Context: an optimization exercise on an open-source flow, tuned for small area. The choices shown serve that exercise and are no tape-out recipe. The RTL was checked by simulation tests, not by an equivalence proof against the original design.

== lane 1 ==
## bms_module
module bms_module (
    input  wire        clk,
    input  wire        rst,           
    input  wire        line_in,       
    output reg         line_out,      
    output reg         line_oe,
    input  wire [15:0] meas0,
    input  wire [15:0] meas1,
    input  wire [15:0] meas2,
    input  wire [15:0] meas3,
    input  wire [15:0] meas4,
    input  wire [31:0] ver_sw,
    input  wire [15:0] ver_hw,
    input  wire [31:0] ver_sn,
    output wire [7:0]  my_addr,
    output reg         cmd_valid,
    output wire [7:0]  cmd_addr,
    output wire [2:0]  cmd_op,
    output wire [10:0] cmd_arg,
    output wire        cmd_bcast
);
For scale: ~590 cells after synthesis, ~82 flip-flops, about 200 I/O pins, roughly 0.0055 mm² of cells after synthesis.
clock: 10.0 ns
lec_check: 0
cap_margin: 20
core_margin: 2
core_utilization: 60
place_density: 0.8
slew_margin: 20
synth_hierarchical: 1
standard.sh (not shown) runs the stock make flow with config.mk's settings and CLKGATE_MAP_FILE= SYNTH_SCRIPT=/design/flow/synth_recipe.tcl, a recipe that flattens the netlist after the stock synthesis.
==> flow/flow/run.sh <==
#!/bin/bash
# The standard layout (standard synthesis, ORFS steps), with every port
# buffered by the smallest buffer instead of the default pick, the
# synthesized gates taken down to their smallest drive strength after
# floorplan (later repair steps upsize where needed), and a clock tree
# without dummy loads.
set -euo pipefail
export BUFFER_PORTS_ARGS="-buffer_cell sky130_fd_sc_hd__buf_1"
export POST_FLOORPLAN_TCL="$PWD/flow/downsize.tcl"
export CTS_ARGS="-sink_clustering_enable -repair_clock_nets -buf_list sky130_fd_sc_hd__clkbuf_8 -dont_use_dummy_load"
bash standard.sh > standard_flow.log 2>&1
==> flow/flow/downsize.tcl <==
# Swap each combinational cell for the smallest cell of the same family
# (same name but the drive-strength suffix), e.g. nor4_2 -> nor4_1.
# Flip-flops are left alone; later repair steps upsize where needed.
set ds_count 0
set ds_saved 0.0
foreach inst [get_cells *] {
  set m [get_property $inst ref_name]
  if {![regexp {^(sky130_fd_sc_hd__[a-z0-9]+)_([0-9]+)$} $m -> base drv]} { continue }
  if {[regexp {^sky130_fd_sc_hd__(s?e?dfx|dfr|dfs|dfb|edf|sdf|sedf|dl|tap|fill|decap|conb|diode|clk)} $base]} { continue }
  set best $m
  set best_area [get_property [get_lib_cells */$m] area]
  foreach d {0 1 2} {
    set cand ${base}_$d
    set lc [get_lib_cells -quiet */$cand]
    if {$lc == ""} { continue }
    if {[get_property $lc dont_use]} { continue }
    set a [get_property $lc area]
    if {$a < $best_area} { set best $cand; set best_area $a }
  }
  if {$best != $m} {
    set old_area [get_property [get_lib_cells */$m] area]
    replace_cell $inst [get_lib_cells */$best]
    incr ds_count
    set ds_saved [expr {$ds_saved + $old_area - $best_area}]
  }
}
puts "downsize: $ds_count cells, [format %.1f $ds_saved] um2"
For lane 2, these inputs were changed with respect to lane 1:
-- flow/design.v --
<<< lane 1, line 54
    wire b_data  = !bitc[3];
    reg [10:0] dw0, dw1;
    reg  [3:0] sy0, sy1;
    reg        pa0, pa1;
    reg        nz;
    reg  [2:0] rx_count;
>>> lane 2, line 54
    wire b_data  = !bitc[3];
    reg [10:0] dw0, dw1;
    reg  [3:0] sy;
    reg        pa;
    reg        er0, er1;
    reg        nz;
    reg  [2:0] rx_count;
<<< lane 1, line 69
    wire       up1    = rx_dat &&  rx_count[1];
    wire       is_brk = rx_tick && b_stop && !nz && !lvl;
    wire       clr    = rst || is_brk;
    wire [3:0] sadd   = lvl ? cpos : 4'd0;
    wire       rot    = rx_on && b_stop && rx_count[0] && is_data_pos(clk_cnt);
>>> lane 2, line 70
    wire       up1    = rx_dat &&  rx_count[1];
    wire       is_brk = rx_tick && b_stop && !nz && !lvl;
    wire       w_end  = rx_tick && b_stop && !is_brk && rx_count[0];    
    wire       clr    = rst || is_brk || w_end;
    wire       w_err  = (sy == 4'd0) ? pa : ~pa;
    wire [3:0] sadd   = lvl ? cpos : 4'd0;
    wire       rot    = rx_on && b_stop && rx_count[0] && is_data_pos(clk_cnt);
<<< lane 1, line 76
    always @(posedge clk) begin
        if (clr) begin
            sy0 <= 4'd0; pa0 <= 1'b0;
            sy1 <= 4'd0; pa1 <= 1'b0;
        end else begin
            if (up0) begin
                sy0 <= sy0 ^ sadd;
                pa0 <= pa0 ^ lvl;
            end
            if (up1) begin
                sy1 <= sy1 ^ sadd;
                pa1 <= pa1 ^ lvl;
            end
        end
    end
    always @(posedge clk) begin
        if (up0 && is_data_pos(cpos)) dw0 <= {dw0[9:0], lvl};
        if (up1 && is_data_pos(cpos)) dw1 <= {dw1[9:0], lvl};
        if (rot0) dw0 <= {dw0[9:0], dw0[10] ^ (sy0 == clk_cnt)};
        if (rot1) dw1 <= {dw1[9:0], dw1[10] ^ (sy1 == clk_cnt)};
    end
    reg  [5:0]  addr;
>>> lane 2, line 79
    always @(posedge clk) begin
        if (clr) begin
            sy <= 4'd0;
            pa <= 1'b0;
        end else if (rx_dat) begin
            sy <= sy ^ sadd;
            pa <= pa ^ lvl;
        end
        if (w_end && !rx_count[1]) er0 <= w_err;
        if (w_end &&  rx_count[1]) er1 <= w_err;
    end
    always @(posedge clk) begin
        if (up0 && is_data_pos(cpos)) dw0 <= {dw0[9:0], lvl};
        if (up1 && is_data_pos(cpos)) dw1 <= {dw1[9:0], lvl};
        if (rot0) dw0 <= {dw0[9:0], dw0[10] ^ (sy == clk_cnt)};
        if (rot1) dw1 <= {dw1[9:0], dw1[10] ^ (sy == clk_cnt)};
    end
    reg  [5:0]  addr;
<<< lane 1, line 99
    wire [10:0] d0   = dw0;
    wire [10:0] d1   = dw1;
    wire        err0 = (sy0 == 4'd0) ? pa0 : ~pa0;
    wire        err1 = (sy1 == 4'd0) ? pa1 : ~pa1;
    wire [7:0]  c_addr = d0[10:3];
    wire [2:0]  c_op   = d0[2:0];
>>> lane 2, line 98
    wire [10:0] d0   = dw0;
    wire [10:0] d1   = dw1;
    wire        err0 = er0;
    wire        err1 = er1;
    wire [7:0]  c_addr = d0[10:3];
    wire [2:0]  c_op   = d0[2:0];
<<< lane 1, line 112
    wire c_match   = (c_op != OP_RESV) && (c_bcast || (c_addr != 8'd0 && c_addr == my_addr));
    wire deliver   = recv_cond && dec_ok && c_match;
    wire claim     = (addr == 6'd0) && (c_arg[10:6] == 5'd0) && (c_arg[5:0] != 6'd0);
    assign cmd_addr  = c_addr;
    assign cmd_op    = c_op;
>>> lane 2, line 111
    wire c_match   = (c_op != OP_RESV) && (c_bcast || (c_addr != 8'd0 && c_addr == my_addr));
    wire deliver   = recv_cond && dec_ok && c_match;
    wire claim     = (addr == 6'd0) && (d1[10:6] == 5'd0) && (d1[5:0] != 6'd0);
    assign cmd_addr  = c_addr;
    assign cmd_op    = c_op;
<<< lane 1, line 253
                    end else if (!cnt4) begin
                        rx_count <= rx_count + 3'd1;
                        if ((rx_count + 3'd1) == (rx_len4 ? 3'd4 : 3'd2))
                            frame_complete <= 1'b1;
                    end
>>> lane 2, line 252
                    end else if (!cnt4) begin
                        rx_count <= rx_count + 3'd1;
                        if (rx_count[0] && (rx_count[1] == rx_len4))
                            frame_complete <= 1'b1;
                    end
<<< lane 1, line 289
                        OP_SETADDR: begin
                            if (claim) begin
                                addr  <= c_arg[5:0];
                                rtype <= T_FWD;
                            end
>>> lane 2, line 288
                        OP_SETADDR: begin
                            if (claim) begin
                                addr  <= d1[5:0];
                                rtype <= T_FWD;
                            end
Findings:
Diff lane 1 -> lane 2: cell count after placement saw a decrease; number of cells on the critical path saw an increase; CTS sink count saw a decrease; growth of design area from synthesis to finish saw an increase; part of the cycle the worst path needs saw an increase. Run comparison: lane 2 worst setup path startpoint addr[0]; lane 1 worst setup path startpoint clk_cnt[3].

## re-timing with driven ports
In the flow no input, the clock included, has a driving cell. The finished layouts below were timed again as built, in two steps. Step 1, drivers: a clkbuf_16 drives clk and a buf_2 each remaining input, both assumed. Step 2 also shifts input and output timing later by t, the mid clock arrival at the registers, as if the neighbouring blocks saw the same clock. a / b / c = no drivers / after step 1 / after step 2; a / b = the first two.
run | t (ns) | setup WS [ns] | hold WS [ns] | clock arrival spread, ns
lane 1 | 0.372 | 5.742 / 5.742 / 5.428 | 0.479 / 0.479 / 0.479 | 0.030 / 0.030
lane 2 | 0.369 | 5.448 / 5.448 / 5.431 | 0.487 / 0.487 / 0.487 | 0.024 / 0.024
After both steps setup and hold are still met in every run listed. The setup slack of lane 1, which loses most, moves by 0.000 ns with the drivers and by -0.314 ns with both steps.
